This is an optimization exercise on Yosys and OpenROAD, whose aim is small area, not a production implementation.
At most, simulation tests tie the RTL to the original design; equivalence was not proved.
For runs 1 and 3, only the layout was checked, not whether the RTL still works.
Power is estimated from default activity; no workload was simulated.

===== flow/constraint.sdc =====
create_clock -name core_clock -period 10.0 [get_ports {CLK}]
set_input_delay 2.0000 -clock core_clock [delete_from_list [all_inputs] [get_ports {CLK}]]
set_output_delay 2.0000 -clock core_clock [all_outputs]
set_load 0.01 [all_outputs]

===== flow/standard.sh =====
#!/bin/bash
# synth_recipe.tcl (not shown) runs the flow's synth.tcl, then flattens the netlist and writes it again
# the make line also repeats each setting of config.mk as NAME=value (left out here)
make -C /OpenROAD-flow-scripts/flow DESIGN_CONFIG=/design/flow/config.mk WORK_HOME=/design/flow/orfs CLKGATE_MAP_FILE= SYNTH_SCRIPT=/design/flow/synth_recipe.tcl "${@:-finish}"

===== flow/config.mk =====
export PLATFORM = sky130hd
export DESIGN_NAME = somfy_remote
export DESIGN_NICKNAME = somfy_remote
export VERILOG_FILES = /design/flow/design.v
export SDC_FILE = /design/flow/constraint.sdc
export NUM_CORES = 4
export LEC_CHECK = 0
export CAP_MARGIN = 20
export CORE_MARGIN = 2
export CORE_UTILIZATION = 60
export SLEW_MARGIN = 20

===== flow/design.v =====
module somfy_remote (
    input  wire        CLK,
    input  wire        RST_N,
    input  wire        CFG_RESET_ON_START,
    input  wire        REQ_VALID,
    input  wire [7:0]  REQ_LEN,
    input  wire [7:0]  REQ_DATA,
    input  wire [2:0]  REQ_SEL,
    output wire        REQ_READY,
    output wire [1:0]  MODE,
    output wire        BUSY,
    output wire        ONLINE,
    output wire        OUT_VALID,
    output wire [1:0]  OUT_KIND,
    output wire [2:0]  OUT_CODE,
    output wire [3:0]  OUT_BTN,
    output wire [23:0] OUT_IDENT,
    output wire [7:0]  OUT_CHAR,
    output wire        ACK_VALID,
    output wire [23:0] ACK_IDENT,
    output wire [7:0]  ACK_CHAR,
    output wire [2:0]  NVM_ADDR,
    output wire        NVM_RE,
    output wire        NVM_WE,
    output wire [32:0] NVM_WDATA,
    input  wire [32:0] NVM_RDATA,
    input  wire        NVM_DONE,
    input  wire        NVM_OK,
    output wire        RADIO_TX_REQ,
    input  wire        RADIO_TX_OK,
    output wire        RADIO_STBY_REQ,
    input  wire        RADIO_READY,
    output wire        LINE
);
    localparam [3:0] S_ILOAD  = 4'd0,    
                     S_IWRITE = 4'd1,    
                     S_IDLE   = 4'd2,
                     S_READ   = 4'd3,
                     S_FIN    = 4'd4,    
                     S_WRITE  = 4'd5,    
                     S_TXON   = 4'd6,
                     S_OFF    = 4'd7,
                     S_WH     = 4'd8,    
                     S_WL     = 4'd9,
                     S_HWS    = 4'd10,
                     S_SWSH   = 4'd11,
                     S_SWSL   = 4'd12,
                     S_DATA   = 4'd13,
                     S_SIL    = 4'd14;
    reg [3:0]  st;
    reg        failed;       
    reg [2:0]  code;         
    reg [1:0]  dev;          
    reg [7:0]  rdata;        
    reg [31:0] ctr;
    reg [16:0] tmr;          
    reg [6:0]  k;            
    wire acc  = (code == 3'd0);
    wire init = (st[3:1] == 3'd0);
    reg [23:0] ident;
    always @(*) begin
        case (dev)
            2'd0: ident = 24'h184623;
            2'd1: ident = 24'hA5C3F0;
            2'd2: ident = 24'h000000;
            default: ident = 24'h7E0913;
        endcase
    end
    wire d_hi  = init ? dev[1] : (dev == 2'd2);
    wire d_mid = init ? (dev != 2'd0) : (dev[1] ^ dev[0]);
    wire d_b0  = init ? (dev == 2'd3) : (dev != 2'd3);
    wire [31:0] dflt = {{16{d_hi}}, {15{d_mid}}, d_b0};
    wire [3:0] btn = {~rdata[2] & ~rdata[1], rdata[2] & ~rdata[0],
                      rdata[2] & rdata[0], rdata[1]};
    wire [2:0] fi = k[6:4];
    wire [2:0] fj = ~k[3:1];
    wire [1:0] j2 = fj[1:0];
    wire nhh = ctr[12 + j2];
    wire nhl = ctr[8 + j2];
    wire nlh = ctr[4 + j2];
    wire nll = ctr[j2];
    wire chi = fj[2] ? nhh : nhl;
    wire clo = fj[2] ? nlh : nll;
    reg [3:0] idn;
    always @(*) begin
        case (dev)
            2'd0: idn = 4'hA;
            2'd1: idn = 4'hF;
            2'd2: idn = 4'h0;
            default: idn = 4'h2;
        endcase
    end
    wire [3:0] cks_c = 4'hD ^ btn ^ idn;
    wire cksj = cks_c[j2] ^ nhh ^ nhl ^ nlh ^ nll;
    wire p1j = fj[2] ? btn[j2] : cksj;
    wire [7:0] a7 = 8'hA7;
    wire [7:0] id2 = ident[23:16];
    wire [7:0] id1 = ident[15:8];
    wire [7:0] id0 = ident[7:0];
    wire fbit = a7[fj] ^ ((fi >= 3'd1) & p1j) ^ ((fi >= 3'd2) & chi) ^
                ((fi >= 3'd3) & clo) ^ ((fi >= 3'd4) & id2[fj]) ^
                ((fi >= 3'd5) & id1[fj]) ^ ((fi >= 3'd6) & id0[fj]);
    reg [31:0] ctr_inc;
    reg        cy;
    integer    ii;
    always @(*) begin
        cy = 1'b1;
        for (ii = 0; ii < 32; ii = ii + 1) begin
            ctr_inc[ii] = ctr[ii] ^ cy;
            cy = cy & ctr[ii];
        end
    end
    reg [6:0] k_inc;
    reg       ky;
    always @(*) begin
        ky = 1'b1;
        for (ii = 0; ii < 7; ii = ii + 1) begin
            k_inc[ii] = k[ii] ^ ky;
            ky = ky & k[ii];
        end
    end
    wire idle = (st == S_IDLE);
    assign REQ_READY      = idle;
    assign BUSY           = ~idle;
    assign MODE           = {failed, ~failed & ~init};
    assign ONLINE         = ~failed & ~init;
    assign OUT_VALID      = idle & (code != 3'd7);
    assign OUT_CODE       = code;
    assign OUT_KIND       = {|code, acc | code[2] | (code[1] & code[0])};
    assign OUT_BTN        = acc ? btn : 4'h0;
    assign OUT_IDENT      = acc ? ident : 24'h0;
    assign OUT_CHAR       = rdata;
    assign ACK_VALID      = (st == S_FIN) & acc;
    assign ACK_IDENT      = OUT_IDENT;
    assign ACK_CHAR       = rdata;
    assign NVM_ADDR       = {dev[1], ~dev[0], dev[1] & ~dev[0]};
    assign NVM_RE         = (st == S_READ);
    assign NVM_WE         = (st == S_WRITE) | (st == S_IWRITE);
    assign NVM_WDATA      = {1'b1, ctr_inc};
    assign RADIO_TX_REQ   = (st == S_TXON);
    assign RADIO_STBY_REQ = (st == S_OFF);
    assign LINE           = (st == S_WH) | (st == S_SWSH) |
                            ((st == S_HWS) & ~k[2]) |
                            ((st == S_DATA) & ~(fbit ^ k[0]));
    localparam [16:0] T_WAKE_H = 17'h10355;    
    localparam [16:0] T_WAKE_L = 17'h0B751;    
    localparam [16:0] T_SYMBOL = 17'h0C95C;    
    localparam [16:0] T_SWS_H  = 17'h118C1;    
    localparam [16:0] T_SIL    = 17'h0B3E9;    
    wire tdone = &tmr;
    wire [16:0] tstep = {tmr[15:0], tmr[16] ^ tmr[13]};
    wire kend  = (k == 7'd127) | ((st == S_DATA) & (k == 7'd111));
    wire len1  = (REQ_LEN == 8'd1);
    wire cmdok = len1 & ((REQ_DATA == 8'h75) | (REQ_DATA == 8'h73) |
                         (REQ_DATA == 8'h64) | (REQ_DATA == 8'h70));
    always @(posedge CLK) begin
        tmr <= tstep;
        if (!RST_N) begin
            st     <= S_ILOAD;
            failed <= 1'b0;
            code   <= 3'd7;
            dev    <= 2'd0;
        end else begin
            case (st)
                S_ILOAD: begin
                    ctr <= dflt;
                    st  <= CFG_RESET_ON_START ? S_IWRITE : S_IDLE;
                end
                S_IWRITE: begin
                    if (NVM_DONE) begin
                        if (!NVM_OK) begin
                            failed <= 1'b1;
                            st <= S_IDLE;
                        end else if (dev == 2'd3) begin
                            st <= S_IDLE;
                        end else begin
                            dev <= {dev[1] ^ dev[0], ~dev[0]};
                            st <= S_ILOAD;
                        end
                    end
                end
                S_IDLE: begin
                    if (REQ_VALID) begin
                        rdata <= len1 ? REQ_DATA : 8'h00;
                        dev   <= REQ_SEL[1:0];
                        if (!cmdok)            code <= 3'd1;
                        else if (REQ_SEL[2])   code <= 3'd2;
                        else if (failed)       code <= 3'd3;
                        else if (!RADIO_READY) code <= 3'd4;
                        else                   code <= 3'd0;
                        st <= (cmdok & ~REQ_SEL[2] & ~failed & RADIO_READY) ? S_READ : S_FIN;
                    end
                end
                S_READ: begin
                    if (NVM_DONE) begin
                        ctr <= NVM_RDATA[32] ? NVM_RDATA[31:0] : dflt;
                        st  <= S_WRITE;
                    end
                end
                S_WRITE: begin
                    if (NVM_DONE) begin
                        if (NVM_OK) begin
                            st <= S_TXON;
                        end else begin
                            code <= 3'd3;
                            st   <= S_FIN;
                        end
                    end
                end
                S_TXON: begin
                    if (!RADIO_TX_OK) begin
                        code <= 3'd4;
                        st   <= S_OFF;
                    end else if (code == 3'd0) begin
                        tmr <= T_WAKE_H;
                        st  <= S_WH;
                    end else begin
                        tmr <= T_SYMBOL;
                        k   <= 7'd72;
                        st  <= S_HWS;
                    end
                end
                S_OFF: begin
                    if (code[2]) begin
                        st <= S_FIN;
                    end else if (code[1]) begin
                        code <= 3'd0;
                        st   <= S_FIN;
                    end else begin
                        code <= {1'b0, code[0], ~code[0]};    
                        st   <= S_TXON;
                    end
                end
                S_FIN: begin
                    st <= S_IDLE;
                end
                default: begin
                    if (tdone) begin
                        case (st)
                            S_WH: begin
                                tmr <= T_WAKE_L;
                                st  <= S_WL;
                            end
                            S_WL: begin
                                tmr <= T_SYMBOL;
                                k   <= 7'd112;
                                st  <= S_HWS;
                            end
                            S_HWS, S_DATA: begin
                                k <= k_inc;
                                if (kend) begin
                                    tmr <= (st == S_HWS) ? T_SWS_H : T_SIL;
                                    st  <= (st == S_HWS) ? S_SWSH : S_SIL;
                                end else begin
                                    tmr <= T_SYMBOL;
                                end
                            end
                            S_SWSH: begin
                                tmr <= T_SYMBOL;
                                st  <= S_SWSL;
                            end
                            S_SWSL: begin
                                tmr <= T_SYMBOL;
                                st  <= S_DATA;
                            end
                            default: begin    
                                st <= S_OFF;
                            end
                        endcase
                    end
                end
            endcase
        end
    end
endmodule

===== flow/flow/run.sh =====
#!/bin/bash
set -euo pipefail
bash standard.sh \
  "BUFFER_PORTS_ARGS=-buffer_cell sky130_fd_sc_hd__buf_1" \
  "CTS_ARGS=-sink_clustering_enable -repair_clock_nets -dont_use_dummy_load -buf_list {sky130_fd_sc_hd__clkbuf_4 sky130_fd_sc_hd__clkbuf_8} -sink_clustering_size 10" \
  finish > standard_flow.log 2>&1

==> results of run 1 <==
registers in the layout, summed over array words and instances, names as in the netlist:
register and cells:
rdata 8, st 4, dev 2, k 7, code 3, tmr 17
failed 1, ctr 32
power breakdown:
| part | switching [W] | total, W | internal (W) |
|---|---|---|---|
| clock | 0.0000971 | 0.000177 | 0.0000803 |
| combinational | 0.000373 | 0.000656 | 0.000283 |
| sequential | 0.000103 | 0.000588 | 0.000485 |
critical path, delay by kind of cell (launching register included):
| family | cells | cell delay, ns |
|---|---|---|
| xor+xnor | 1 | 0.15 |
| flops | 1 | 0.45 |
| fa+ha+maj | 30 | 5.55 |
| buf+inv | 1 | 0.16 |
cell families after synthesis:
kind of cell             after synthesis  share of synthesized area, %
buffers and inverters                 99                         11.37
XOR/XNOR                              22                         3.724
flip-flops                            74                         37.73
AND/OR/NAND/NOR                      157                         14.63
adder cells (fa/ha/maj)               40                         9.674
multiplexers                          10                         3.628
AO/OA/AOI/OAI                        149                         19.11
other                                  2                        0.1452
synthesized netlist by cell type (all sizes together) (15+ instances only):
cell,n,area (um2)
buf,64,456.7
dfxtp,27,540.5
nor2,51,191.4
a21oi,29,145.1
xnor2,15,131.4
edfxtp,47,1411
inv,18,67.56
clkbuf,16,60.06
and2,15,93.84
o21a,19,142.6
nand2,37,138.9
ha,40,500.5
a21o,21,157.7
o21ai,29,148.9
path summary, 6_finish.rpt:
kind,endpoint,cells after the start
min,tmr[6]$_DFF_P_,1
max,NVM_WDATA[31],32
max reg2reg,k[0]$_SDFFCE_PP0P_,7
min reg2reg,tmr[6]$_DFF_P_,1
layer usage:
layer	track usage, %	share of wire [%]
met1	35.60	41
met2	43.48	48
met3	5.636	9.4
met4	6.717	1.4
met5	0	0
layout make-up:
| cell class | count | area, um2 | area share [%] |
|---|---|---|---|
| clock buffers | 9 | 123.9 | 2.201 |
| inverters | 19 | 71.32 | 1.267 |
| multi-input cells | 387 | 2678 | 47.58 |
| flip-flops and latches | 74 | 1952 | 34.68 |
| well taps | 105 | 131.4 | 2.334 |
| repair buffers | 175 | 671.9 | 11.94 |
metrics by stage:
stage / hold WS (ns) / setup WS, ns / util [%] / cell area (um2)
floorplan: 0.4167 / 2.160 / - / 5200
global placement: 0.4237 / 1.852 / 66.32 / 5504
detailed placement: 0.4268 / 1.687 / 66.32 / 5504
CTS: 0.4424 / 1.275 / 67.81 / 5628
global route: 0.4609 / 1.018 / 67.81 / 5628
finish: 0.4404 / 1.320 / 67.81 / 5628
==> flow_summary.html, run 1 <==
<table>
<tr><th>Metric</th><th>Value</th></tr>
<tr><th colspan="2">Global routing</th></tr>
<tr><td>Number of antenna violations at the first check in global routing</td><td>0</td></tr>
<tr><td>Pin count of the biggest net entering global routing</td><td>33</td></tr>
<tr><td>Global-route total usage across every layer</td><td>26.41%</td></tr>
<tr><td>Global route total overflow</td><td>0</td></tr>
<tr><td>Via count of the first global-routing pass</td><td>4199</td></tr>
<tr><td>First-pass GRT wire length</td><td>20.28 mm</td></tr>
<tr><th colspan="2">Placement</th></tr>
<tr><td>Placer congestion estimate</td><td>0.9137</td></tr>
<tr><td># placed instances</td><td>760</td></tr>
<tr><td>HPWL reported at the end of detailed placement</td><td>9.604 mm</td></tr>
<tr><td>Input/output buffers</td><td>171</td></tr>
<tr><th colspan="2">Cells and area</th></tr>
<tr><td>Final antenna diode count</td><td>0</td></tr>
<tr><td># fillers</td><td>711</td></tr>
<tr><td>Most common cell after layout, fill and taps aside</td><td>sky130_fd_sc_hd__buf_1</td></tr>
<tr><td>Proportion of layout cells with a drive suffix above 1</td><td>4.066%</td></tr>
<tr><td>Most used cells in the layout excluding fill and tap cells</td><td>171 x sky130_fd_sc_hd__buf_1, 51 x sky130_fd_sc_hd__nor2_1, 47 x sky130_fd_sc_hd__edfxtp_1, 40 x sky130_fd_sc_hd__ha_1, 37 x sky130_fd_sc_hd__nand2_1</td></tr>
<tr><td>Number of nets at the end of the flow</td><td>766</td></tr>
<tr><td>Non-filler instance count after layout</td><td>769</td></tr>
<tr><td>Layout area overhead</td><td>8.779%</td></tr>
<tr><th colspan="2">Clock tree</th></tr>
<tr><td>Root buffer cell</td><td>sky130_fd_sc_hd__clkbuf_8</td></tr>
<tr><td>Number of post-CTS setup repair buffers</td><td>0</td></tr>
<tr><td>CTS tree</td><td>built</td></tr>
<tr><td>Maximum root-to-sink buffer count</td><td>2</td></tr>
<tr><td>Total CTS buffers</td><td>9</td></tr>
<tr><td>Clock slew seen by the registers of the worst setup and hold paths</td><td>0.07 ns</td></tr>
<tr><td>Clk Latency, worst-skew pair</td><td>0.35 ns</td></tr>
<tr><td>Total of cells resized after clock tree synthesis</td><td>0</td></tr>
<tr><td>H-tree level count</td><td>3</td></tr>
<tr><td>Hold buffers post-CTS</td><td>0</td></tr>
<tr><td>CTS sink count</td><td>74</td></tr>
<tr><th colspan="2">Floorplan</th></tr>
<tr><td>Die width</td><td>96.86 um</td></tr>
<tr><td>Total Die Area</td><td>0.009382 mm2</td></tr>
<tr><td>Initial standard-cell utilization of the core</td><td>62.34%</td></tr>
<tr><td>I/O pins</td><td>181</td></tr>
<tr><td>Rows</td><td>33</td></tr>
<tr><td>Core Area</td><td>0.008299 mm2</td></tr>
<tr><td>Die Y</td><td>96.86 um</td></tr>
<tr><th colspan="2">Synthesis</th></tr>
<tr><td>Yosys Warn Count</td><td>1</td></tr>
<tr><td>Cells after synthesis</td><td>553</td></tr>
<tr><td>Proportion of register bits with asynchronous set or reset after synthesis</td><td>0%</td></tr>
<tr><td>Commonest register cell after synthesis</td><td>sky130_fd_sc_hd__edfxtp_1</td></tr>
<tr><td>Synthesized cell area</td><td>0.005174 mm2</td></tr>
<tr><td>Mean instance size in the synthesized netlist</td><td>9.356 um2</td></tr>
<tr><td>Fraction of the yosys area taken by sequential cells</td><td>37.73%</td></tr>
<tr><td>Number of enable-type register cells in the synthesized netlist</td><td>47</td></tr>
<tr><td>Flip-flop and latch count after synthesis</td><td>74</td></tr>
<tr><td>Count of distinct cell types in the synthesized netlist</td><td>55</td></tr>
<tr><th colspan="2">STA</th></tr>
<tr><td>Highest clock rate</td><td>0.1152 GHz</td></tr>
<tr><td>Final Critical Period</td><td>8.680 ns</td></tr>
<tr><td>Max Clock Skew</td><td>0.03482 ns</td></tr>
<tr><td>Least-Margin Pin Slew</td><td>1.038 ns</td></tr>
<tr><td>Final TNS setup</td><td>0 ns</td></tr>
<tr><td># setup viols final</td><td>0</td></tr>
<tr><td>Max-slew headroom at the worst pin</td><td>30.24%</td></tr>
<tr><td>Slew Limit Fails</td><td>0</td></tr>
<tr><td>RSZ-0062 raised after global routing</td><td>false</td></tr>
<tr><td>Final critical-path share of the clock period</td><td>86.80%</td></tr>
<tr><td>Number of hold violations in the final report</td><td>0</td></tr>
<tr><th colspan="2">Routing</th></tr>
<tr><td>Number of detailed-routing iterations run before antenna repair</td><td>6</td></tr>
<tr><td>Detailed Route WL</td><td>12.71 mm</td></tr>
<tr><td>Remaining antenna violation count after routing</td><td>0</td></tr>
<tr><td>Mean number of vias per cell</td><td>5.926</td></tr>
<tr><td>Via count of the routed design</td><td>4557</td></tr>
<tr><td>Routed len/inst</td><td>16.53 um</td></tr>
<tr><td>Total DRC errors in the routed layout</td><td>0</td></tr>
<tr><td>Iter 0 DRT Violations</td><td>568</td></tr>
<tr><th colspan="2">Setup path</th></tr>
<tr><td>Crit path capture type</td><td>output port</td></tr>
<tr><td>Maximum fanout along the worst path</td><td>4</td></tr>
<tr><td>Slowest stage cell, crit path</td><td>sky130_fd_sc_hd__edfxtp_1</td></tr>
<tr><td>Worst reg2reg path startpoint</td><td>st[2]$_SDFFE_PN0P_</td></tr>
<tr><td>Largest stage delay on the critical path</td><td>0.45 ns</td></tr>
<tr><td>Startpoint class of the critical path</td><td>flop</td></tr>
<tr><td>Arrival time of data at the critical path endpoint</td><td>6.68 ns</td></tr>
<tr><td>Cell with the most instances on the worst path</td><td>sky130_fd_sc_hd__ha_1</td></tr>
<tr><td>Launch point of the critical path</td><td>ctr[0]$_DFFE_PP_</td></tr>
<tr><td>Worst setup path category</td><td>flop to output port</td></tr>
<tr><td>Slack of the worst reg-to-reg path</td><td>6.67 ns</td></tr>
<tr><td>Required @ worst endpoint</td><td>8.00 ns</td></tr>
<tr><th colspan="2">Run</th></tr>
<tr><td>Max Cap Viol</td><td>0</td></tr>
<tr><th colspan="2">Power and ir drop</th></tr>
<tr><td>PwrDens</td><td>252.5 mW/mm2</td></tr>
<tr><td>Leakage Power</td><td>2.307 nW</td></tr>
<tr><td>Worst-case vdd ir drop</td><td>127.8 uV</td></tr>
<tr><td>Total power</td><td>0.001421 W</td></tr>
<tr><th colspan="2">Min path</th></tr>
<tr><td>Path class of the lowest-slack min-delay path</td><td>flop to flop</td></tr>
<tr><td>Startpoint of the lowest-slack hold path</td><td>tmr[5]$_DFF_P_</td></tr>
<tr><th colspan="2">Outcome</th></tr>
<tr><td>Outcome</td><td>complete, no violations</td></tr>
</table>
==> inputs of run 2 (changes only) <==
--- a/flow/design.v
+++ b/flow/design.v
@@ -75,31 +75,245 @@
     wire [2:0] fi = k[6:4];
     wire [2:0] fj = ~k[3:1];
     wire [1:0] j2 = fj[1:0];
+    reg kc;
+    always @(*) begin
+        case ({dev, fi, fj})
+            8'h00: kc = 1'b1;
+            8'h01: kc = 1'b1;
+            8'h02: kc = 1'b1;
+            8'h03: kc = 1'b0;
+            8'h04: kc = 1'b0;
+            8'h05: kc = 1'b1;
+            8'h06: kc = 1'b0;
+            8'h07: kc = 1'b1;
+            8'h08: kc = 1'b0;
+            8'h09: kc = 1'b0;
+            8'h0A: kc = 1'b0;
+            8'h0B: kc = 1'b0;
+            8'h0C: kc = 1'b0;
+            8'h0D: kc = 1'b1;
+            8'h0E: kc = 1'b0;
+            8'h0F: kc = 1'b1;
+            8'h10: kc = 1'b0;
+            8'h11: kc = 1'b0;
+            8'h12: kc = 1'b0;
+            8'h13: kc = 1'b0;
+            8'h14: kc = 1'b0;
+            8'h15: kc = 1'b1;
+            8'h16: kc = 1'b0;
+            8'h17: kc = 1'b1;
+            8'h18: kc = 1'b0;
+            8'h19: kc = 1'b0;
+            8'h1A: kc = 1'b0;
+            8'h1B: kc = 1'b0;
+            8'h1C: kc = 1'b0;
+            8'h1D: kc = 1'b1;
+            8'h1E: kc = 1'b0;
+            8'h1F: kc = 1'b1;
+            8'h20: kc = 1'b0;
+            8'h21: kc = 1'b0;
+            8'h22: kc = 1'b0;
+            8'h23: kc = 1'b1;
+            8'h24: kc = 1'b1;
+            8'h25: kc = 1'b1;
+            8'h26: kc = 1'b0;
+            8'h27: kc = 1'b1;
+            8'h28: kc = 1'b0;
+            8'h29: kc = 1'b1;
+            8'h2A: kc = 1'b1;
+            8'h2B: kc = 1'b1;
+            8'h2C: kc = 1'b1;
+            8'h2D: kc = 1'b1;
+            8'h2E: kc = 1'b1;
+            8'h2F: kc = 1'b1;
+            8'h30: kc = 1'b1;
+            8'h31: kc = 1'b0;
+            8'h32: kc = 1'b1;
+            8'h33: kc = 1'b1;
+            8'h34: kc = 1'b1;
+            8'h35: kc = 1'b0;
+            8'h36: kc = 1'b1;
+            8'h37: kc = 1'b1;
+            8'h40: kc = 1'b1;
+            8'h41: kc = 1'b1;
+            8'h42: kc = 1'b1;
+            8'h43: kc = 1'b0;
+            8'h44: kc = 1'b0;
+            8'h45: kc = 1'b1;
+            8'h46: kc = 1'b0;
+            8'h47: kc = 1'b1;
+            8'h48: kc = 1'b1;
+            8'h49: kc = 1'b0;
+            8'h4A: kc = 1'b1;
+            8'h4B: kc = 1'b0;
+            8'h4C: kc = 1'b0;
+            8'h4D: kc = 1'b1;
+            8'h4E: kc = 1'b0;
+            8'h4F: kc = 1'b1;
+            8'h50: kc = 1'b1;
+            8'h51: kc = 1'b0;
+            8'h52: kc = 1'b1;
+            8'h53: kc = 1'b0;
+            8'h54: kc = 1'b0;
+            8'h55: kc = 1'b1;
+            8'h56: kc = 1'b0;
+            8'h57: kc = 1'b1;
+            8'h58: kc = 1'b1;
+            8'h59: kc = 1'b0;
+            8'h5A: kc = 1'b1;
+            8'h5B: kc = 1'b0;
+            8'h5C: kc = 1'b0;
+            8'h5D: kc = 1'b1;
+            8'h5E: kc = 1'b0;
+            8'h5F: kc = 1'b1;
+            8'h60: kc = 1'b0;
+            8'h61: kc = 1'b0;
+            8'h62: kc = 1'b0;
+            8'h63: kc = 1'b0;
+            8'h64: kc = 1'b0;
+            8'h65: kc = 1'b0;
+            8'h66: kc = 1'b0;
+            8'h67: kc = 1'b0;
+            8'h68: kc = 1'b1;
+            8'h69: kc = 1'b1;
+            8'h6A: kc = 1'b0;
+            8'h6B: kc = 1'b0;
+            8'h6C: kc = 1'b0;
+            8'h6D: kc = 1'b0;
+            8'h6E: kc = 1'b1;
+            8'h6F: kc = 1'b1;
+            8'h70: kc = 1'b1;
+            8'h71: kc = 1'b1;
+            8'h72: kc = 1'b0;
+            8'h73: kc = 1'b0;
+            8'h74: kc = 1'b1;
+            8'h75: kc = 1'b1;
+            8'h76: kc = 1'b0;
+            8'h77: kc = 1'b0;
+            8'h80: kc = 1'b1;
+            8'h81: kc = 1'b1;
+            8'h82: kc = 1'b1;
+            8'h83: kc = 1'b0;
+            8'h84: kc = 1'b0;
+            8'h85: kc = 1'b1;
+            8'h86: kc = 1'b0;
+            8'h87: kc = 1'b1;
+            8'h88: kc = 1'b0;
+            8'h89: kc = 1'b1;
+            8'h8A: kc = 1'b0;
+            8'h8B: kc = 1'b1;
+            8'h8C: kc = 1'b0;
+            8'h8D: kc = 1'b1;
+            8'h8E: kc = 1'b0;
+            8'h8F: kc = 1'b1;
+            8'h90: kc = 1'b0;
+            8'h91: kc = 1'b1;
+            8'h92: kc = 1'b0;
+            8'h93: kc = 1'b1;
+            8'h94: kc = 1'b0;
+            8'h95: kc = 1'b1;
+            8'h96: kc = 1'b0;
+            8'h97: kc = 1'b1;
+            8'h98: kc = 1'b0;
+            8'h99: kc = 1'b1;
+            8'h9A: kc = 1'b0;
+            8'h9B: kc = 1'b1;
+            8'h9C: kc = 1'b0;
+            8'h9D: kc = 1'b1;
+            8'h9E: kc = 1'b0;
+            8'h9F: kc = 1'b1;
+            8'hA0: kc = 1'b0;
+            8'hA1: kc = 1'b1;
+            8'hA2: kc = 1'b0;
+            8'hA3: kc = 1'b1;
+            8'hA4: kc = 1'b0;
+            8'hA5: kc = 1'b1;
+            8'hA6: kc = 1'b0;
+            8'hA7: kc = 1'b1;
+            8'hA8: kc = 1'b0;
+            8'hA9: kc = 1'b1;
+            8'hAA: kc = 1'b0;
+            8'hAB: kc = 1'b1;
+            8'hAC: kc = 1'b0;
+            8'hAD: kc = 1'b1;
+            8'hAE: kc = 1'b0;
+            8'hAF: kc = 1'b1;
+            8'hB0: kc = 1'b0;
+            8'hB1: kc = 1'b1;
+            8'hB2: kc = 1'b0;
+            8'hB3: kc = 1'b1;
+            8'hB4: kc = 1'b0;
+            8'hB5: kc = 1'b1;
+            8'hB6: kc = 1'b0;
+            8'hB7: kc = 1'b1;
+            8'hC0: kc = 1'b1;
+            8'hC1: kc = 1'b1;
+            8'hC2: kc = 1'b1;
+            8'hC3: kc = 1'b0;
+            8'hC4: kc = 1'b0;
+            8'hC5: kc = 1'b1;
+            8'hC6: kc = 1'b0;
+            8'hC7: kc = 1'b1;
+            8'hC8: kc = 1'b0;
+            8'hC9: kc = 1'b0;
+            8'hCA: kc = 1'b0;
+            8'hCB: kc = 1'b1;
+            8'hCC: kc = 1'b0;
+            8'hCD: kc = 1'b1;
+            8'hCE: kc = 1'b0;
+            8'hCF: kc = 1'b1;
+            8'hD0: kc = 1'b0;
+            8'hD1: kc = 1'b0;
+            8'hD2: kc = 1'b0;
+            8'hD3: kc = 1'b1;
+            8'hD4: kc = 1'b0;
+            8'hD5: kc = 1'b1;
+            8'hD6: kc = 1'b0;
+            8'hD7: kc = 1'b1;
+            8'hD8: kc = 1'b0;
+            8'hD9: kc = 1'b0;
+            8'hDA: kc = 1'b0;
+            8'hDB: kc = 1'b1;
+            8'hDC: kc = 1'b0;
+            8'hDD: kc = 1'b1;
+            8'hDE: kc = 1'b0;
+            8'hDF: kc = 1'b1;
+            8'hE0: kc = 1'b0;
+            8'hE1: kc = 1'b1;
+            8'hE2: kc = 1'b1;
+            8'hE3: kc = 1'b0;
+            8'hE4: kc = 1'b1;
+            8'hE5: kc = 1'b0;
+            8'hE6: kc = 1'b1;
+            8'hE7: kc = 1'b1;
+            8'hE8: kc = 1'b1;
+            8'hE9: kc = 1'b1;
+            8'hEA: kc = 1'b1;
+            8'hEB: kc = 1'b1;
+            8'hEC: kc = 1'b1;
+            8'hED: kc = 1'b0;
+            8'hEE: kc = 1'b1;
+            8'hEF: kc = 1'b1;
+            8'hF0: kc = 1'b0;
+            8'hF1: kc = 1'b0;
+            8'hF2: kc = 1'b1;
+            8'hF3: kc = 1'b1;
+            8'hF4: kc = 1'b0;
+            8'hF5: kc = 1'b0;
+            8'hF6: kc = 1'b1;
+            8'hF7: kc = 1'b1;
+            default: kc = 1'bx;
+        endcase
+    end
     wire nhh = ctr[12 + j2];
     wire nhl = ctr[8 + j2];
     wire nlh = ctr[4 + j2];
     wire nll = ctr[j2];
     wire chi = fj[2] ? nhh : nhl;
     wire clo = fj[2] ? nlh : nll;
-    reg [3:0] idn;
-    always @(*) begin
-        case (dev)
-            2'd0: idn = 4'hA;
-            2'd1: idn = 4'hF;
-            2'd2: idn = 4'h0;
-            default: idn = 4'h2;
-        endcase
-    end
-    wire [3:0] cks_c = 4'hD ^ btn ^ idn;
-    wire cksj = cks_c[j2] ^ nhh ^ nhl ^ nlh ^ nll;
-    wire p1j = fj[2] ? btn[j2] : cksj;
-    wire [7:0] a7 = 8'hA7;
-    wire [7:0] id2 = ident[23:16];
-    wire [7:0] id1 = ident[15:8];
-    wire [7:0] id0 = ident[7:0];
-    wire fbit = a7[fj] ^ ((fi >= 3'd1) & p1j) ^ ((fi >= 3'd2) & chi) ^
-                ((fi >= 3'd3) & clo) ^ ((fi >= 3'd4) & id2[fj]) ^
-                ((fi >= 3'd5) & id1[fj]) ^ ((fi >= 3'd6) & id0[fj]);
+    wire cksv = btn[j2] ^ nhh ^ nhl ^ nlh ^ nll;    
+    wire p1j = fj[2] ? btn[j2] : cksv;
+    wire fbit = kc ^ ((fi != 3'd0) & p1j) ^ ((fi >= 3'd2) & chi) ^ ((fi >= 3'd3) & clo);
     reg [31:0] ctr_inc;
     reg        cy;
     integer    ii;
==> flow_summary.html, run 2 <==
<table>
<tr><th>Metric</th><th>Value</th></tr>
<tr><th colspan="2">STA</th></tr>
<tr><td>Max-slew headroom at the worst pin</td><td>37.48% (+7.2 points)</td></tr>
<tr><td>Final critical-path share of the clock period</td><td>85.75% (-1.0 points)</td></tr>
<tr><td>Max Clock Skew</td><td>0.02723 ns (-0.007588 ns)</td></tr>
<tr><td>Final Critical Period</td><td>8.575 ns (-0.1044 ns)</td></tr>
<tr><td># setup viols final</td><td>0 (unchanged)</td></tr>
<tr><td>Slew Limit Fails</td><td>0 (unchanged)</td></tr>
<tr><td>Highest clock rate</td><td>0.1166 GHz (+1.2%)</td></tr>
<tr><td>RSZ-0062 raised after global routing</td><td>false</td></tr>
<tr><td>Setup slack of the critical path after layout</td><td>1.425 ns (+0.1044 ns)</td></tr>
<tr><td>Number of hold violations in the final report</td><td>0 (unchanged)</td></tr>
<tr><td>Least-Margin Pin Slew</td><td>0.9361 ns (-0.1016 ns)</td></tr>
<tr><td>Final TNS setup</td><td>0 ns (unchanged)</td></tr>
<tr><th colspan="2">Cells and area</th></tr>
<tr><td>Final antenna diode count</td><td>0 (unchanged)</td></tr>
<tr><td>Layout area overhead</td><td>9.044%</td></tr>
<tr><td>Most used cells in the layout excluding fill and tap cells</td><td>171 x sky130_fd_sc_hd__buf_1, 47 x sky130_fd_sc_hd__edfxtp_1, 46 x sky130_fd_sc_hd__nand2_1, 46 x sky130_fd_sc_hd__ha_1, 40 x sky130_fd_sc_hd__nor2_1</td></tr>
<tr><td>Most common cell after layout, fill and taps aside</td><td>sky130_fd_sc_hd__buf_1</td></tr>
<tr><td>Proportion of layout cells with a drive suffix above 1</td><td>3.876% (-0.19 points)</td></tr>
<tr><td># fillers</td><td>702 (-1.3%)</td></tr>
<tr><td>Flip-flop count of the largest register, all copies and words added</td><td>32 (unchanged)</td></tr>
<tr><td>Number of nets at the end of the flow</td><td>753 (-1.7%)</td></tr>
<tr><td>Largest regs</td><td>ctr (32), tmr (17), rdata (8)</td></tr>
<tr><td>Largest register by flop count</td><td>ctr</td></tr>
<tr><th colspan="2">Min path</th></tr>
<tr><td>Endpoint of the worst hold path</td><td>tmr[1]$_DFF_P_</td></tr>
<tr><td>Startpoint of the lowest-slack hold path</td><td>tmr[0]$_DFF_P_</td></tr>
<tr><td>Cells on Worst Hold Path</td><td>1 (unchanged)</td></tr>
<tr><td>Path class of the lowest-slack min-delay path</td><td>flop to flop</td></tr>
<tr><th colspan="2">Synthesis</th></tr>
<tr><td>Synthesized cell area</td><td>0.005077 mm2 (-1.9%)</td></tr>
<tr><td>Yosys Warn Count</td><td>1 (unchanged)</td></tr>
<tr><td>Number of enable-type register cells in the synthesized netlist</td><td>47 (unchanged)</td></tr>
<tr><td>Top area cells in the synthesized netlist</td><td>sky130_fd_sc_hd__edfxtp_1 28%, sky130_fd_sc_hd__ha_1 11%, sky130_fd_sc_hd__dfxtp_1 11%, sky130_fd_sc_hd__buf_4 8.0%, sky130_fd_sc_hd__nand2_1 3.4%</td></tr>
<tr><td>Largest family of logic cells by synthesized area</td><td>simple AND/OR/NAND/NOR gates</td></tr>
<tr><td>Portion of netlist area occupied by mux cells</td><td>2.932% (-0.70 points)</td></tr>
<tr><td>Post-synthesis cell type with the largest combined area</td><td>sky130_fd_sc_hd__edfxtp_1</td></tr>
<tr><td>Proportion of register bits with asynchronous set or reset after synthesis</td><td>0% (unchanged)</td></tr>
<tr><td>Compound-cell area share of the yosys netlist</td><td>16.21% (-2.9 points)</td></tr>
<tr><td>Count of distinct cell types in the synthesized netlist</td><td>67 (+22%)</td></tr>
<tr><td>Cells after synthesis</td><td>532 (-3.8%)</td></tr>
<tr><td>Share of the synthesized area in the top cell type</td><td>27.80% (+0.52 points)</td></tr>
<tr><td>Most common library cells after synthesis</td><td>54 x sky130_fd_sc_hd__buf_4, 47 x sky130_fd_sc_hd__edfxtp_1, 46 x sky130_fd_sc_hd__ha_1, 46 x sky130_fd_sc_hd__nand2_1, 40 x sky130_fd_sc_hd__nor2_1</td></tr>
<tr><td>Fraction of the yosys area taken by sequential cells</td><td>38.44% (+0.72 points)</td></tr>
<tr><td>Commonest register cell after synthesis</td><td>sky130_fd_sc_hd__edfxtp_1</td></tr>
<tr><td>Mean instance size in the synthesized netlist</td><td>9.544 um2 (+2.0%)</td></tr>
<tr><td>Most frequently used cell type in the post-synthesis netlist</td><td>sky130_fd_sc_hd__buf_4</td></tr>
<tr><td>Flip-flop and latch count after synthesis</td><td>74 (unchanged)</td></tr>
<tr><td>Parity-gate share of the synthesized area counting xor and xnor cells</td><td>1.848% (-1.9 points)</td></tr>
<tr><td>Share of synthesized cell area in full adder, half adder and majority cells</td><td>11.34% (+1.7 points)</td></tr>
<tr><td>Fraction of the mapped netlist area in simple logic gates</td><td>17.94% (+3.3 points)</td></tr>
<tr><th colspan="2">Clock tree</th></tr>
<tr><td>Clk Latency, worst-skew pair</td><td>0.35 ns (about the same)</td></tr>
<tr><td>Number of post-CTS setup repair buffers</td><td>0 (unchanged)</td></tr>
<tr><td>Clock slew seen by the registers of the worst setup and hold paths</td><td>0.07 ns (about the same)</td></tr>
<tr><td>CTS sink count</td><td>74 (unchanged)</td></tr>
<tr><td>Total CTS buffers</td><td>9 (unchanged)</td></tr>
<tr><td>Total of cells resized after clock tree synthesis</td><td>0 (unchanged)</td></tr>
<tr><td>Root buffer cell</td><td>sky130_fd_sc_hd__clkbuf_8</td></tr>
<tr><td>Maximum root-to-sink buffer count</td><td>2 (unchanged)</td></tr>
<tr><td>H-tree level count</td><td>3 (unchanged)</td></tr>
<tr><td>Hold buffers post-CTS</td><td>0 (unchanged)</td></tr>
<tr><td>CTS tree</td><td>built</td></tr>
<tr><th colspan="2">Routing</th></tr>
<tr><td>Number of detailed-routing iterations run before antenna repair</td><td>5 (-1)</td></tr>
<tr><td>Iter 0 DRT Violations</td><td>283 (-50%)</td></tr>
<tr><td>Via count of the routed design</td><td>4297 (-5.7%)</td></tr>
<tr><td>Mean number of vias per cell</td><td>5.729 (-3.3%)</td></tr>
<tr><td>Remaining antenna violation count after routing</td><td>0 (unchanged)</td></tr>
<tr><td>Total DRC errors in the routed layout</td><td>0 (unchanged)</td></tr>
<tr><td>Detailed Route WL</td><td>12.34 mm (-2.9%)</td></tr>
<tr><td>Routed len/inst</td><td>16.46 um (-0.45%)</td></tr>
<tr><th colspan="2">Setup path</th></tr>
<tr><td>Reg2Reg Capture Point</td><td>ctr[19]$_DFFE_PP_</td></tr>
<tr><td>Depth of the critical timing path with buffers and inverters included</td><td>32 (unchanged)</td></tr>
<tr><td>Crit path capture type</td><td>output port</td></tr>
<tr><td>Buffering stage count on the worst path with inverters included</td><td>1 (unchanged)</td></tr>
<tr><td>Maximum fanout along the worst path</td><td>3 (-1)</td></tr>
<tr><td>Worst setup path category</td><td>flop to output port</td></tr>
<tr><td>Largest stage delay on the critical path</td><td>0.43 ns (-0.02 ns)</td></tr>
<tr><td>Cell with the most instances on the worst path</td><td>sky130_fd_sc_hd__ha_1</td></tr>
<tr><td>Number of cell instances on the worst register-to-register path</td><td>6 (-1)</td></tr>
<tr><td>Arrival time of data at the critical path endpoint</td><td>6.58 ns (-0.10 ns)</td></tr>
<tr><td>Worst reg2reg path startpoint</td><td>st[3]$_SDFFE_PN0P_</td></tr>
<tr><td>Slack of the worst reg-to-reg path</td><td>7.01 ns (+0.34 ns)</td></tr>
<tr><td>Slowest stage cell, crit path</td><td>sky130_fd_sc_hd__edfxtp_1</td></tr>
<tr><td>Top delay family on crit path</td><td>adder cells</td></tr>
<tr><td>Startpoint class of the critical path</td><td>flop</td></tr>
<tr><td>Required @ worst endpoint</td><td>8.00 ns (about the same)</td></tr>
<tr><th colspan="2">Power and ir drop</th></tr>
<tr><td>Leakage Power</td><td>2.316 nW (+0.38%)</td></tr>
<tr><td>Total power</td><td>0.001336 W (-6.0%)</td></tr>
<tr><td>PwrDens</td><td>241.3 mW/mm2 (-4.5%)</td></tr>
<tr><td>Worst-case vdd ir drop</td><td>155.3 uV (+21%)</td></tr>
<tr><th colspan="2">Floorplan</th></tr>
<tr><td>I/O pins</td><td>181 (unchanged)</td></tr>
<tr><td>Core Area</td><td>0.008217 mm2 (-1.0%)</td></tr>
<tr><td>Die width</td><td>95.99 um (-0.90%)</td></tr>
<tr><td>Rows</td><td>33 (unchanged)</td></tr>
<tr><td>Total Die Area</td><td>0.009214 mm2 (-1.8%)</td></tr>
<tr><td>Die Y</td><td>95.99 um (-0.90%)</td></tr>
<tr><td>Initial standard-cell utilization of the core</td><td>61.79% (-0.55 points)</td></tr>
<tr><th colspan="2">Placement</th></tr>
<tr><td>HPWL reported at the end of detailed placement</td><td>9.280 mm (-3.4%)</td></tr>
<tr><td>Input/output buffers</td><td>171 (unchanged)</td></tr>
<tr><td>Post-placement worst setup slack</td><td>1.768 ns (+0.08105 ns)</td></tr>
<tr><td>Placer congestion estimate</td><td>0.8754 (-4.2%)</td></tr>
<tr><th colspan="2">Global routing</th></tr>
<tr><td>M3 GR Usage</td><td>4.933% (-0.70 points)</td></tr>
<tr><td>Pin count of the biggest net entering global routing</td><td>33 (unchanged)</td></tr>
<tr><td>First-pass GRT wire length</td><td>18.99 mm (-6.4%)</td></tr>
<tr><td>Global route total overflow</td><td>0 (unchanged)</td></tr>
<tr><td>Met2 usage</td><td>43.40% (-0.080 points)</td></tr>
<tr><td>Via count of the first global-routing pass</td><td>3917 (-6.7%)</td></tr>
<tr><td>Most heavily used metal layer in global routing</td><td>met2</td></tr>
<tr><td>Number of antenna violations at the first check in global routing</td><td>0 (unchanged)</td></tr>
<tr><td>Met1 routing resource usage after global routing</td><td>37.26% (+1.7 points)</td></tr>
<tr><td>Global-route total usage across every layer</td><td>26.80% (+0.40 points)</td></tr>
<tr><th colspan="2">Run</th></tr>
<tr><td>Max Cap Viol</td><td>0 (unchanged)</td></tr>
<tr><th colspan="2">Outcome</th></tr>
<tr><td>Outcome</td><td>complete, no violations</td></tr>
</table>
[run 2: cell types whose count changed after synthesis, moves of 5 or more]
cell                       previous run  this run
sky130_fd_sc_hd__nand2_1             37        46
sky130_fd_sc_hd__o31ai_1              6         1
sky130_fd_sc_hd__nor2b_1              4        11
sky130_fd_sc_hd__nor2_1              51        40
sky130_fd_sc_hd__a21oi_1             29        13
sky130_fd_sc_hd__ha_1                40        46
sky130_fd_sc_hd__xnor2_1             15         3
sky130_fd_sc_hd__a21boi_0             7         1
sky130_fd_sc_hd__nand3_1              7        13
sky130_fd_sc_hd__buf_2                8         2
sky130_fd_sc_hd__nor3b_1              0         6
[run 2: worst max path at each step]
stage | start | to | slack (ns)
after CTS | ctr[0]$_DFFE_PP_ | NVM_WDATA[31] | 1.38
after global placement | ctr[0]$_DFFE_PP_ | NVM_WDATA[31] | 1.91
after floorplan | ctr[0]$_DFFE_PP_ | NVM_WDATA[31] | 2.20
after global routing | ctr[0]$_DFFE_PP_ | NVM_WDATA[31] | 1.09
after detailed placement | ctr[0]$_DFFE_PP_ | NVM_WDATA[31] | 1.77
final | ctr[0]$_DFFE_PP_ | NVM_WDATA[31] | 1.42
[run 2: through the flow]
step	hold WS, ns	utilization (%)	instances	cell area [um2]
floorplan	0.4084	-	539	5104
global placement	0.4213	65.87	741	5413
detailed placement	0.4380	65.87	741	5413
CTS	0.4598	67.38	750	5537
global route	0.4781	67.38	750	5537
finish	0.4553	67.38	750	5537
[run 2: cell families (layout without fill, tap and decap cells)]
logic type               count (synthesis)  in the layout
AO/OA/AOI/OAI                          119            119
XOR/XNOR                                 9              9
adder cells (fa/ha/maj)                 46             46
buffers and inverters                   94            200
flip-flops                              74             74
multiplexers                             9              9
other                                    2              9
AND/OR/NAND/NOR                        179            179
[run 2: layout make-up]
class	count	area (um2)	area share, %
multi-input combinational	371	2597	46.92
sequential	74	1952	35.25
timing repair buffer	175	671.9	12.14
tap	105	131.4	2.373
clock buffer	9	123.9	2.237
inverter	16	60.06	1.085
[run 2: per-layer routing]
metal  routed length, um  part of all wire, %
met4                 127                  1.0
met2                5705                   46
met5                   0                    0
met1                5569                   45
met3                 941                  7.6
[run 2: where the power goes]
part / switching [W] / internal, W / leakage, nW / total [W]
combinational: 0.000338 / 0.000245 / 1.59 / 0.000583
sequential: 0.0000960 / 0.000480 / 0.660 / 0.000576
clock: 0.0000967 / 0.0000804 / 0.0647 / 0.000177
total: 0.000531 / 0.000805 / 2.32 / 0.00134
==> inputs of run 3 (changes only) <==
--- a/flow/design.v
+++ b/flow/design.v
@@ -53,8 +53,8 @@
     reg [1:0]  dev;          
     reg [7:0]  rdata;        
     reg [31:0] ctr;
-    reg [16:0] tmr;          
-    reg [6:0]  k;            
+    reg [9:0]  tmr;          
+    reg [7:0]  k;            
     wire acc  = (code == 3'd0);
     wire init = (st[3:1] == 3'd0);
     reg [23:0] ident;
@@ -309,11 +309,18 @@
     wire nhl = ctr[8 + j2];
     wire nlh = ctr[4 + j2];
     wire nll = ctr[j2];
-    wire chi = fj[2] ? nhh : nhl;
-    wire clo = fj[2] ? nlh : nll;
-    wire cksv = btn[j2] ^ nhh ^ nhl ^ nlh ^ nll;    
-    wire p1j = fj[2] ? btn[j2] : cksv;
-    wire fbit = kc ^ ((fi != 3'd0) & p1j) ^ ((fi >= 3'd2) & chi) ^ ((fi >= 3'd3) & clo);
+    wire i1 = (fi != 3'd0);
+    wire i2 = (fi >= 3'd2);
+    wire i3 = (fi >= 3'd3);
+    wire lo = ~fj[2];
+    wire w_hh = (i1 & lo) ^ (i2 & ~lo);
+    wire w_hl = lo & i1 & ~i2;
+    wire w_lh = (i1 & lo) ^ (i3 & ~lo);
+    wire w_ll = lo & i1 & ~i3;
+    wire bj = (j2 == 2'd0) ? rdata[1] :                  
+              (j2 == 2'd1) ? (rdata[2] & rdata[0]) :
+              (j2 == 2'd2) ? (rdata[2] & ~rdata[0]) : (~rdata[2] & ~rdata[1]);
+    wire fbit = kc ^ (i1 & bj) ^ (w_hh & nhh) ^ (w_hl & nhl) ^ (w_lh & nlh) ^ (w_ll & nll);
     reg [31:0] ctr_inc;
     reg        cy;
     integer    ii;
@@ -324,11 +331,11 @@
             cy = cy & ctr[ii];
         end
     end
-    reg [6:0] k_inc;
+    reg [7:0] k_inc;
     reg       ky;
     always @(*) begin
         ky = 1'b1;
-        for (ii = 0; ii < 7; ii = ii + 1) begin
+        for (ii = 0; ii < 8; ii = ii + 1) begin
             k_inc[ii] = k[ii] ^ ky;
             ky = ky & k[ii];
         end
@@ -356,19 +363,37 @@
     assign LINE           = (st == S_WH) | (st == S_SWSH) |
                             ((st == S_HWS) & ~k[2]) |
                             ((st == S_DATA) & ~(fbit ^ k[0]));
-    localparam [16:0] T_WAKE_H = 17'h10355;    
-    localparam [16:0] T_WAKE_L = 17'h0B751;    
-    localparam [16:0] T_SYMBOL = 17'h0C95C;    
-    localparam [16:0] T_SWS_H  = 17'h118C1;    
-    localparam [16:0] T_SIL    = 17'h0B3E9;    
-    wire tdone = &tmr;
-    wire [16:0] tstep = {tmr[15:0], tmr[16] ^ tmr[13]};
-    wire kend  = (k == 7'd127) | ((st == S_DATA) & (k == 7'd111));
+    wire seg   = st[3];
+    wire tick  = ((tmr & 10'h0FF) == 10'h08D);    
+    wire r455  = ((tmr & 10'h2D7) == 10'h253);    
+    wire r605  = ((tmr & 10'h2D7) == 10'h046);    
+    wire r70   = ((tmr & 10'h24A) == 10'h24A);    
+    wire r335  = ((tmr & 10'h27B) == 10'h063);    
+    wire first = (code == 3'd0);
+    reg  tdone;
+    always @(*) begin
+        case (st)
+            S_WH:    tdone = (&{k[3], k[2], k[1]}) & r455;                   
+            S_WL:    tdone = (&{k[7], k[3], k[1], k[0]}) & r605;             
+            S_HWS:   tdone = (first ? (&k[3:0])                              
+                                    : (&{k[5], k[4], k[2], k[1], k[0]}))     
+                             & tick;
+            S_SWSH:  tdone = (&k[2:0]) & r70;                                
+            S_SWSL:  tdone = tick;                                           
+            S_DATA:  tdone = (&{k[6], k[5], k[3:0]}) & tick;                 
+            default: tdone = (&{k[5], k[3:0]}) & r335;                       
+        endcase
+    end
+    wire [9:0] tstep = {tmr[8:0], ~(tmr[9] ^ tmr[6])};
     wire len1  = (REQ_LEN == 8'd1);
     wire cmdok = len1 & ((REQ_DATA == 8'h75) | (REQ_DATA == 8'h73) |
                          (REQ_DATA == 8'h64) | (REQ_DATA == 8'h70));
     always @(posedge CLK) begin
-        tmr <= tstep;
+        tmr <= (!seg || tick || tdone) ? 10'd0 : tstep;
+        if (!seg || tdone)
+            k <= 8'd0;
+        else if (tick)
+            k <= k_inc;
         if (!RST_N) begin
             st     <= S_ILOAD;
             failed <= 1'b0;
@@ -426,11 +451,8 @@
                         code <= 3'd4;
                         st   <= S_OFF;
                     end else if (code == 3'd0) begin
-                        tmr <= T_WAKE_H;
                         st  <= S_WH;
                     end else begin
-                        tmr <= T_SYMBOL;
-                        k   <= 7'd72;
                         st  <= S_HWS;
                     end
                 end
@@ -452,29 +474,17 @@
                     if (tdone) begin
                         case (st)
                             S_WH: begin
-                                tmr <= T_WAKE_L;
                                 st  <= S_WL;
                             end
                             S_WL: begin
-                                tmr <= T_SYMBOL;
-                                k   <= 7'd112;
                                 st  <= S_HWS;
                             end
-                            S_HWS, S_DATA: begin
-                                k <= k_inc;
-                                if (kend) begin
-                                    tmr <= (st == S_HWS) ? T_SWS_H : T_SIL;
-                                    st  <= (st == S_HWS) ? S_SWSH : S_SIL;
-                                end else begin
-                                    tmr <= T_SYMBOL;
-                                end
-                            end
+                            S_HWS:  st <= S_SWSH;
+                            S_DATA: st <= S_SIL;
                             S_SWSH: begin
-                                tmr <= T_SYMBOL;
                                 st  <= S_SWSL;
                             end
                             S_SWSL: begin
-                                tmr <= T_SYMBOL;
                                 st  <= S_DATA;
                             end
                             default: begin    
==> flow/flow/run.sh (replaced) <==
#!/bin/bash
set -euo pipefail
bash standard.sh \
  "BUFFER_PORTS_ARGS=-buffer_cell sky130_fd_sc_hd__buf_1" \
  "CTS_ARGS=-sink_clustering_enable -repair_clock_nets -dont_use_dummy_load -buf_list {sky130_fd_sc_hd__clkbuf_8} -sink_clustering_size 20" \
  finish > standard_flow.log 2>&1
==> flow_summary.html, run 3 <==
<table>
<tr><th>Metric</th><th>Value</th></tr>
<tr><th colspan="2">Synthesis</th></tr>
<tr><td>Share of synthesized cell area in full adder, half adder and majority cells</td><td>12.72% (+1.4 points)</td></tr>
<tr><td>Count of distinct cell types in the synthesized netlist</td><td>60 (-10%)</td></tr>
<tr><td>Parity-gate share of the synthesized area counting xor and xnor cells</td><td>1.739% (-0.11 points)</td></tr>
<tr><td>Share of the synthesized area in the top cell type</td><td>24.92% (-2.9 points)</td></tr>
<tr><td>Commonest register cell after synthesis</td><td>sky130_fd_sc_hd__edfxtp_1</td></tr>
<tr><td>Portion of netlist area occupied by mux cells</td><td>4.153% (+1.2 points)</td></tr>
<tr><td>Largest family of logic cells by synthesized area</td><td>simple AND/OR/NAND/NOR gates</td></tr>
<tr><td>Post-synthesis cell type with the largest combined area</td><td>sky130_fd_sc_hd__edfxtp_1</td></tr>
<tr><td>Proportion of register bits with asynchronous set or reset after synthesis</td><td>0% (unchanged)</td></tr>
<tr><td>Mean instance size in the synthesized netlist</td><td>9.490 um2 (-0.57%)</td></tr>
<tr><td>Top area cells in the synthesized netlist</td><td>sky130_fd_sc_hd__edfxtp_1 25%, sky130_fd_sc_hd__ha_1 13%, sky130_fd_sc_hd__dfxtp_1 12%, sky130_fd_sc_hd__buf_4 8.7%, sky130_fd_sc_hd__nor2_1 4.2%</td></tr>
<tr><td>Cells after synthesis</td><td>508 (-4.5%)</td></tr>
<tr><td>Fraction of the yosys area taken by sequential cells</td><td>36.54% (-1.9 points)</td></tr>
<tr><td>Fraction of the mapped netlist area in simple logic gates</td><td>16.22% (-1.7 points)</td></tr>
<tr><td>Most common library cells after synthesis</td><td>56 x sky130_fd_sc_hd__buf_4, 54 x sky130_fd_sc_hd__nor2_1, 49 x sky130_fd_sc_hd__ha_1, 40 x sky130_fd_sc_hd__edfxtp_1, 35 x sky130_fd_sc_hd__nand2_1</td></tr>
<tr><td>Number of enable-type register cells in the synthesized netlist</td><td>40 (-15%)</td></tr>
<tr><td>Compound-cell area share of the yosys netlist</td><td>15.68% (-0.54 points)</td></tr>
<tr><td>Yosys Warn Count</td><td>1 (unchanged)</td></tr>
<tr><td>Most frequently used cell type in the post-synthesis netlist</td><td>sky130_fd_sc_hd__buf_4</td></tr>
<tr><td>Synthesized cell area</td><td>0.004821 mm2 (-5.1%)</td></tr>
<tr><td>Flip-flop and latch count after synthesis</td><td>68 (-8.1%)</td></tr>
<tr><th colspan="2">Setup path</th></tr>
<tr><td>Slack of the worst reg-to-reg path</td><td>6.65 ns (-0.36 ns)</td></tr>
<tr><td>Cell with the most instances on the worst path</td><td>sky130_fd_sc_hd__ha_1</td></tr>
<tr><td>Startpoint class of the critical path</td><td>flop</td></tr>
<tr><td>Largest stage delay on the critical path</td><td>0.40 ns (-0.03 ns)</td></tr>
<tr><td>Last element of the critical path</td><td>NVM_WDATA[31]</td></tr>
<tr><td>Slowest stage cell, crit path</td><td>sky130_fd_sc_hd__edfxtp_1</td></tr>
<tr><td>Top delay family on crit path</td><td>adder cells</td></tr>
<tr><td>Depth of the critical timing path with buffers and inverters included</td><td>32 (unchanged)</td></tr>
<tr><td>Maximum fanout along the worst path</td><td>3 (unchanged)</td></tr>
<tr><td>Reg2Reg Capture Point</td><td>st[1]$_SDFFE_PN0P_</td></tr>
<tr><td>Buffering stage count on the worst path with inverters included</td><td>1 (unchanged)</td></tr>
<tr><td>Arrival time of data at the critical path endpoint</td><td>6.47 ns (-0.11 ns)</td></tr>
<tr><td>Number of cell instances on the worst register-to-register path</td><td>8 (+2)</td></tr>
<tr><td>Worst reg2reg path startpoint</td><td>k[2]$_SDFFE_PP0N_</td></tr>
<tr><td>Crit path capture type</td><td>output port</td></tr>
<tr><td>Required @ worst endpoint</td><td>8.00 ns (about the same)</td></tr>
<tr><td>Launch point of the critical path</td><td>ctr[0]$_DFFE_PP_</td></tr>
<tr><td>Worst setup path category</td><td>flop to output port</td></tr>
<tr><th colspan="2">Routing</th></tr>
<tr><td>Number of detailed-routing iterations run before antenna repair</td><td>5 (unchanged)</td></tr>
<tr><td>Remaining antenna violation count after routing</td><td>0 (unchanged)</td></tr>
<tr><td>Iter 0 DRT Violations</td><td>250 (-12%)</td></tr>
<tr><td>Total DRC errors in the routed layout</td><td>0 (unchanged)</td></tr>
<tr><td>Routed len/inst</td><td>14.66 um (-11%)</td></tr>
<tr><td>Detailed Route WL</td><td>10.57 mm (-14%)</td></tr>
<tr><td>Mean number of vias per cell</td><td>5.570 (-2.8%)</td></tr>
<tr><td>Via count of the routed design</td><td>4016 (-6.5%)</td></tr>
<tr><th colspan="2">Floorplan</th></tr>
<tr><td>Die Y</td><td>93.64 um (-2.5%)</td></tr>
<tr><td>Die width</td><td>93.64 um (-2.5%)</td></tr>
<tr><td>Total Die Area</td><td>0.008768 mm2 (-4.8%)</td></tr>
<tr><td>I/O pins</td><td>181 (unchanged)</td></tr>
<tr><td>Initial standard-cell utilization of the core</td><td>62.07% (+0.27 points)</td></tr>
<tr><td>Rows</td><td>32 (-3.0%)</td></tr>
<tr><td>Core Area</td><td>0.007767 mm2 (-5.5%)</td></tr>
<tr><th colspan="2">Cells and area</th></tr>
<tr><td>Proportion of layout cells with a drive suffix above 1</td><td>3.231% (-0.64 points)</td></tr>
<tr><td>Layout area overhead</td><td>8.746%</td></tr>
<tr><td>Number of nets at the end of the flow</td><td>730 (-3.1%)</td></tr>
<tr><td>Largest regs</td><td>ctr (32), tmr (10)</td></tr>
<tr><td>Flip-flop count of the largest register, all copies and words added</td><td>32 (unchanged)</td></tr>
<tr><td>Footprint of the multi-input gates</td><td>0.002471 mm2 (-4.9%)</td></tr>
<tr><td>Register area</td><td>0.001762 mm2 (-9.7%)</td></tr>
<tr><td>Final standard cell utilization of the core</td><td>67.49% (+0.11 points)</td></tr>
<tr><td>Final antenna diode count</td><td>0 (unchanged)</td></tr>
<tr><td>Total non-filler cell area in the finished layout</td><td>0.005243 mm2 (-5.3%)</td></tr>
<tr><td># fillers</td><td>705 (+0.43%)</td></tr>
<tr><td>Most used cells in the layout excluding fill and tap cells</td><td>171 x sky130_fd_sc_hd__buf_1, 53 x sky130_fd_sc_hd__nor2_1, 49 x sky130_fd_sc_hd__ha_1, 40 x sky130_fd_sc_hd__edfxtp_1, 35 x sky130_fd_sc_hd__nand2_1</td></tr>
<tr><td>Largest register by flop count</td><td>ctr</td></tr>
<tr><td>Most common cell after layout, fill and taps aside</td><td>sky130_fd_sc_hd__buf_1</td></tr>
<tr><th colspan="2">Placement</th></tr>
<tr><td>Placer congestion estimate</td><td>0.9682 (+11%)</td></tr>
<tr><td>Input/output buffers</td><td>171 (unchanged)</td></tr>
<tr><td>Placed Area</td><td>0.005116 mm2 (-5.5%)</td></tr>
<tr><td>HPWL reported at the end of detailed placement</td><td>8.031 mm (-13%)</td></tr>
<tr><td>Post-placement worst setup slack</td><td>1.825 ns (+0.05656 ns)</td></tr>
<tr><th colspan="2">Clock tree</th></tr>
<tr><td>H-tree level count</td><td>3 (unchanged)</td></tr>
<tr><td>Total CTS buffers</td><td>9 (unchanged)</td></tr>
<tr><td>Total of cells resized after clock tree synthesis</td><td>0 (unchanged)</td></tr>
<tr><td>CTS sink count</td><td>68 (-8.1%)</td></tr>
<tr><td>Hold buffers post-CTS</td><td>0 (unchanged)</td></tr>
<tr><td>Root buffer cell</td><td>sky130_fd_sc_hd__clkbuf_8</td></tr>
<tr><td>Clock slew seen by the registers of the worst setup and hold paths</td><td>0.06 ns (about the same)</td></tr>
<tr><td>Maximum root-to-sink buffer count</td><td>2 (unchanged)</td></tr>
<tr><td>Number of post-CTS setup repair buffers</td><td>0 (unchanged)</td></tr>
<tr><td>Clk Latency, worst-skew pair</td><td>0.34 ns (about the same)</td></tr>
<tr><td>CTS tree</td><td>built</td></tr>
<tr><th colspan="2">Global routing</th></tr>
<tr><td>Global-route total usage across every layer</td><td>24.26% (-2.5 points)</td></tr>
<tr><td>Number of antenna violations at the first check in global routing</td><td>0 (unchanged)</td></tr>
<tr><td>Via count of the first global-routing pass</td><td>3576 (-8.7%)</td></tr>
<tr><td>First-pass GRT wire length</td><td>16.95 mm (-11%)</td></tr>
<tr><td>Pin count of the biggest net entering global routing</td><td>33 (unchanged)</td></tr>
<tr><td>Global route total overflow</td><td>0 (unchanged)</td></tr>
<tr><th colspan="2">STA</th></tr>
<tr><td>Hold Worst Slack</td><td>0.4139 ns (-0.04143 ns)</td></tr>
<tr><td>Highest clock rate</td><td>0.1181 GHz (+1.2%)</td></tr>
<tr><td>Final Critical Period</td><td>8.470 ns (-0.1054 ns)</td></tr>
<tr><td># setup viols final</td><td>0 (unchanged)</td></tr>
<tr><td>Slew Limit Fails</td><td>0 (unchanged)</td></tr>
<tr><td>RSZ-0062 raised after global routing</td><td>false</td></tr>
<tr><td>Setup slack of the critical path after layout</td><td>1.530 ns (+0.1054 ns)</td></tr>
<tr><td>Number of hold violations in the final report</td><td>0 (unchanged)</td></tr>
<tr><td>Final TNS setup</td><td>0 ns (unchanged)</td></tr>
<tr><td>Max Clock Skew</td><td>0.02192 ns (-0.005314 ns)</td></tr>
<tr><td>Final critical-path share of the clock period</td><td>84.70% (-1.1 points)</td></tr>
<tr><td>Least-Margin Pin Slew</td><td>1.013 ns (+0.07688 ns)</td></tr>
<tr><td>Max-slew headroom at the worst pin</td><td>32.47% (-5.0 points)</td></tr>
<tr><th colspan="2">Min path</th></tr>
<tr><td>Path class of the lowest-slack min-delay path</td><td>flop to flop</td></tr>
<tr><th colspan="2">Power and ir drop</th></tr>
<tr><td>Leakage Power</td><td>2.192 nW (-5.4%)</td></tr>
<tr><td>PwrDens</td><td>203.8 mW/mm2 (-16%)</td></tr>
<tr><td>Worst-case vdd ir drop</td><td>134.5 uV (-13%)</td></tr>
<tr><th colspan="2">Outcome</th></tr>
<tr><td>Outcome</td><td>complete, no violations</td></tr>
<tr><th colspan="2">Run</th></tr>
<tr><td>Max Cap Viol</td><td>0 (unchanged)</td></tr>
</table>
## run 3: cell types whose count changed after synthesis, sizes merged, moves of 5 or more
| cell | delta |
|---|---|
| nand2 | -11 |
| o21ai | -10 |
| clkbuf | -5 |
| nand3 | -10 |
| buf | +5 |
| mux2i | +10 |
| inv | +13 |
| nand2b | -6 |
| nor2 | +12 |
| nor2b | -6 |
| edfxtp | -7 |
## run 3: worst min path at each step
stage / start / end / slack, ns / depth (start not counted)
final: tmr[8]$_SDFF_PP0_ / tmr[9]$_SDFF_PP0_ / 0.41 / 2
after global routing: tmr[8]$_SDFF_PP0_ / tmr[9]$_SDFF_PP0_ / 0.44 / 2
after CTS: tmr[8]$_SDFF_PP0_ / tmr[9]$_SDFF_PP0_ / 0.42 / 2
after detailed placement: tmr[8]$_SDFF_PP0_ / tmr[9]$_SDFF_PP0_ / 0.41 / 2
after global placement: tmr[8]$_SDFF_PP0_ / tmr[9]$_SDFF_PP0_ / 0.40 / 2
after floorplan: tmr[8]$_SDFF_PP0_ / tmr[9]$_SDFF_PP0_ / 0.39 / 2
## run 3: power by group
| group | switching [W] | internal, W |
|---|---|---|
| clock | 0.0000921 | 0.0000803 |
| sequential | 0.0000735 | 0.000401 |
| combinational | 0.000254 | 0.000167 |
## run 3: cells by family after synthesis
group / count (synthesis)
and+or+nand+nor: 154
AOI/OAI and AO/OA: 105
buffers and inverters: 105
DFF: 68
adders and majority gates: 49
muxes: 17
xor gates and xnor gates: 8
other: 2
## run 3: through the flow
stage / total power (W) / cells
2_1_floorplan: 0.0007866 / 515
3_3_place_gp: 0.0008958 / 712
3_5_place_dp: 0.0009055 / 712
4_1_cts: 0.001079 / 721
5_1_grt: 0.001144 / 721
6_report: 0.001068 / 721
## run 3: worst min-delay path, stage by stage, from the launching register on
cell	delay [ns]
sky130_fd_sc_hd__dfxtp_1	0.30
sky130_fd_sc_hd__inv_1	0.04
sky130_fd_sc_hd__nor2_1	0.03
## run 3: cell type report
type                    instances  area share [%]
multi-input cells             342           47.14
flip-flops and latches         68           33.60
repair buffers                173           12.53
well taps                     102           2.434
clock buffers                   9           2.363
inverters                      27           1.933
## run 3: metal layers
layer  share of wire (%)  vias up  global-route usage [%]
li1                    -     1978                       -
met1                  45     1856                   34.72
met2                  47      170                   38.43
met3                 6.9       12                   4.835
met4                 1.2        0                   5.072
met5                   0        -                       0

-- port drivers added, routing unchanged --
The flow's constraints put no driver on any port. The routed layouts listed below were extracted and timed again, unchanged, in two steps. Step 1, drivers: a clkbuf_16 drives CLK and a buf_2 each remaining input, both assumed. Step 2, shift: input delay + t, output delay - t, t = (earliest + latest rising clock arrival at the registers) / 2. This alone moves slack from input paths to output paths. a / b / c = ideal / step 1 / step 2; a / b = the first two.
| run | t (ns) | slack for setup (ns) | latest minus earliest clock arrival (ns) | worst register clock-pin slew, ns | worst data-port slew with drivers (ns) |
|---|---|---|---|---|---|
| run 1 | 0.365 | 1.320 / 1.289 / 1.655 | 0.035 / 0.035 | 0.08 / 0.08 | 0.05 |
| run 2 | 0.361 | 1.425 / 1.395 / 1.756 | 0.027 / 0.027 | 0.09 / 0.09 | 0.05 |
| run 3 | 0.358 | 1.530 / 1.504 / 1.862 | 0.022 / 0.022 | 0.08 / 0.08 | 0.03 |
After both steps setup and hold are still met in every run listed.
